This design comes from an exercise in tuning for small area, a short achievable clock period and few clock cycles on the open sky130 flow, not from production work.
The RTL was checked by simulation tests, not by an equivalence proof against the original design.
No activity file was given, so power comes from the tool's default toggle rates.

build 14:
## scrb_line
module scrb_line (
    input  wire        clk,
    input  wire        rst,         
    input  wire        cmd_valid,
    output wire        cmd_ready,
    input  wire [15:0] cmd_x1,      
    input  wire [15:0] cmd_y1,      
    input  wire [15:0] cmd_x2,      
    input  wire [15:0] cmd_y2,      
    input  wire [7:0]  cmd_width,   
    input  wire [10:0] cmd_w,       
    input  wire [10:0] cmd_h,       
    output wire        px_valid,
    input  wire        px_ready,
    output wire [9:0]  px_x,
    output wire [9:0]  px_y,
    output wire        done
);
Size in the first run: roughly 4,200 cells after synthesis.
clock: 11.0 ns
lec_check: 0
cap_margin: 20
core_margin: 2
core_utilization: 65
place_density: 0.75
setup_slack_margin: 5
slew_margin: 20
run.sh (not shown) runs the stock make flow with config.mk's settings and CLKGATE_MAP_FILE= SYNTH_SCRIPT=/design/flow/synth_recipe.tcl, a recipe that flattens the netlist after the stock synthesis.
Testbench counts of build 14, summed over its fixed seeds: cycles 396,579.
[inputs] build 85 vs build 14
- PLACE_DENSITY changed from 0.75 to 0.6
- CAP_MARGIN changed from 20 to 0
- CORE_UTILIZATION changed from 65 to 40
- SLEW_MARGIN changed from 20 to 0
Changes observed in build 85 relative to build 14: routed wire length rose 9.0 mm; final-layout fill cell count now larger; switching power as a share of total power moved down. Fraction of standard cell area in multi-input logic | build 85 below build 14. Met2 layer wire length in the routed design: build 85 higher than build 14. Worst clock skew, build 14 and build 85, lower one = build 14.
Setup changes, build 85 to build 41
- CAP_MARGIN changed from 0 to 20
- SLEW_MARGIN changed from 0 to 20
Results
Looking at non-clock buffer count, build 41 sits above build 85.
From build 85 to build 41 the numbers moved as follows: signed area change from the synthesized netlist to the final layout flat; post-route non-filler standard cell count saw little to no change.
Comparing build 41 with build 85, the power share of the sequential group came out essentially unchanged.
Comparing build 85 against build 41, there is no change at all in wire length of the first global-routing pass.
Build 41 against build 85: via count rose by 107, area of all placed cells without fillers level, final critical-path required period moved down.
Delta (build 41 minus build 85): transition time of the tightest slew-check pin fell by 58 ps, total wirelength of the detailed-routed design essentially unchanged.

Another version of the RTL of scrb_line (not shown whole).
Size: about 4,100 cells after synthesis, roughly 550 flip-flops, roughly 120 I/O pins.
make LEC_CHECK=0 CAP_MARGIN=20 CORE_MARGIN=2 CORE_UTILIZATION=40 PLACE_DENSITY=0.6 SLEW_MARGIN=20 finish   # period 11.0 ns
The starting point went through all stages and came out clean.
Testbench counts at the start, summed over its fixed seeds: cycles 393,043.
Edit:
--- a/flow/config.mk
+++ b/flow/config.mk
@@ -7,0 +8 @@
+export ABC_CLOCK_PERIOD_IN_PS = 2500
@@ -11,0 +13 @@
+export SETUP_SLACK_MARGIN = 5
Outcome: Design area hardly moves; non-clock buffer count grows by 5; worst setup slack improved by 0.33 ns; via count hardly moves; first-iteration DRC count shrinks by 3.0%; die area stays the same.
Edit:
--- a/flow/config.mk
+++ b/flow/config.mk
@@ -8 +8 @@
-export ABC_CLOCK_PERIOD_IN_PS = 2500
+export ABC_CLOCK_PERIOD_IN_PS = 4000
After rerunning: The new run completed without violations; die area does not change; worst hold slack is unchanged; count of clock-buffer cells in the layout stays the same.
Edit:
--- a/flow/config.mk
+++ b/flow/config.mk
@@ -11,0 +12 @@
+export GPL_TIMING_DRIVEN = 1
@@ -14,0 +16 @@
+export TNS_END_PERCENT = 100
=>
- critical path depth does not change
- cell count is unchanged
- via count is unchanged
- clock power hardly moves
- design area does not change
- non-clock buffer count stays the same

Another version of the RTL of scrb_line (not shown whole).
For scale: about 120 I/O pins.
==> flow/design.v (excerpt) <==
module scrb_line (
    input  wire        clk,
    input  wire        rst,         
    input  wire        cmd_valid,
    output wire        cmd_ready,
    input  wire [15:0] cmd_x1,      
    input  wire [15:0] cmd_y1,      
    input  wire [15:0] cmd_x2,      
    input  wire [15:0] cmd_y2,      
    input  wire [7:0]  cmd_width,   
    input  wire [10:0] cmd_w,       
    input  wire [10:0] cmd_h,       
    output wire        px_valid,
    input  wire        px_ready,
    output wire [9:0]  px_x,
    output wire [9:0]  px_y,
    output wire        done
);
Settings: LEC_CHECK=0, CAP_MARGIN=20, CORE_MARGIN=2, CORE_UTILIZATION=40, PLACE_DENSITY=0.6, SETUP_SLACK_MARGIN=5, SLEW_MARGIN=20; clock period 11.0 ns.
Testbench counts at the start, summed over its fixed seeds: cycles 391,041.
Then changed:
- CORE_UTILIZATION: 40 -> 65
- PLACE_DENSITY: 0.6 -> 0.75
Effect:
- The changed run completed without violations
- global-route usage grows by 12 points
- first-iteration DRC count went up by 28%
- final area drops by 2.3%
- worst setup slack gets worse by 0.063 ns
- routed wire length drops by 7.1%
- total power drops by 2.0%
- non-clock buffer count came out lower by 3
- clock-buffer cell count is lower by 1

Setup of rev 12:
scrb_line, a different RTL version from the one above (not shown whole).
Size in the first run: roughly 4200 cells after synthesis, about 550 flip-flops.
==> flow/config.mk <==
export PLATFORM = sky130hd
export DESIGN_NAME = scrb_line
export DESIGN_NICKNAME = scrb_line
export VERILOG_FILES = /design/flow/design.v
export SDC_FILE = /design/flow/constraint.sdc
export NUM_CORES = 4
export LEC_CHECK = 0
export CAP_MARGIN = 20
export CORE_MARGIN = 2
export CORE_UTILIZATION = 40
export PLACE_DENSITY = 0.6
export SLEW_MARGIN = 20
==> flow/constraint.sdc <==
create_clock -name core_clock -period 11.0 [get_ports {clk}]
set_input_delay 2.2000 -clock core_clock [delete_from_list [all_inputs] [get_ports {clk}]]
set_output_delay 2.2000 -clock core_clock [all_outputs]
set_load 0.01 [all_outputs]
Testbench counts of rev 12, summed over its fixed seeds: cycles 393,043.
Setup changes, rev 12 to rev 13
--- a/flow/config.mk
+++ b/flow/config.mk
@@ -11 +11 @@
-export PLACE_DENSITY = 0.6
+export PLACE_DENSITY = 0.5
==> run notes <==
- Relative to rev 12, the count of filler cells inserted in the layout measured on rev 13 has increased slightly.
- Rev 12 -> rev 13: core utilization flat
- Reported for rev 12 and rev 13, core region area turned out identical to the last digit.
- On worst hold slack, rev 12 tracks rev 13 almost exactly.
- In terms of post-layout instance count excluding filler cells, rev 13 and rev 12 differ only marginally.
- Rev 13 gives less post-place setup slack than rev 12 did.

## separate check: timing with driven ports
No port has a modelled driver above. Below, the same layouts with a new extraction and two added sets of constraints.
Step 1, drivers: a clkbuf_16 drives clk and a buf_2 each remaining input, both assumed.
Step 2 adds t to the input delays and takes it off the output delays; t is the mean of the earliest and latest rising clock arrival at the registers after step 1. Input paths then give back, and output paths get back, about the clock's delay inside the block.
Three values: ideal, step 1, step 2; two values: the first two.
| run | shift t [ns] | slack for setup (ns) | hold WS [ns] | worst data-port slew with drivers (ns) | pins driven straight from the clock port |
|---|---|---|---|---|---|
| build 14 | 0.677 | 6.014 / 6.014 / 6.014 | 0.324 / 0.324 / 0.324 | 0.04 | 1 |
| build 85 | 0.701 | 6.290 / 6.290 / 5.684 | 0.309 / 0.309 / 0.309 | 0.06 | 1 |
| build 41 | 0.700 | 6.309 / 6.309 / 5.698 | 0.311 / 0.311 / 0.311 | 0.06 | 1 |
| the first run of note 2 | 0.680 | 4.882 / 4.882 / 4.882 | 0.319 / 0.319 / 0.319 | 0.06 | 1 |
| the second run of note 2 | 0.680 | 5.210 / 5.210 / 4.853 | 0.319 / 0.319 / 0.319 | 0.06 | 1 |
| the third run of note 2 | 0.680 | 5.210 / 5.210 / 4.853 | 0.319 / 0.319 / 0.319 | 0.06 | 1 |
| the fourth run of note 2 | 0.680 | 5.210 / 5.210 / 4.853 | 0.319 / 0.319 / 0.319 | 0.06 | 1 |
| the first run of note 3 | 0.692 | 5.119 / 5.119 / 5.119 | 0.301 / 0.301 / 0.301 | 0.06 | 1 |
| the second run of note 3 | 0.684 | 5.056 / 5.056 / 5.049 | 0.321 / 0.321 / 0.321 | 0.08 | 1 |
| rev 12 | 0.675 | 4.329 / 4.329 / 4.329 | 0.325 / 0.325 / 0.325 | 0.15 | 1 |
| rev 13 | 0.705 | 4.308 / 4.308 / 4.308 | 0.325 / 0.325 / 0.325 | 0.07 | 1 |
After both steps every run listed still meets setup and hold. For build 41, which loses most, drivers alone change the setup slack by 0.000 ns; drivers and shift together by -0.611 ns.
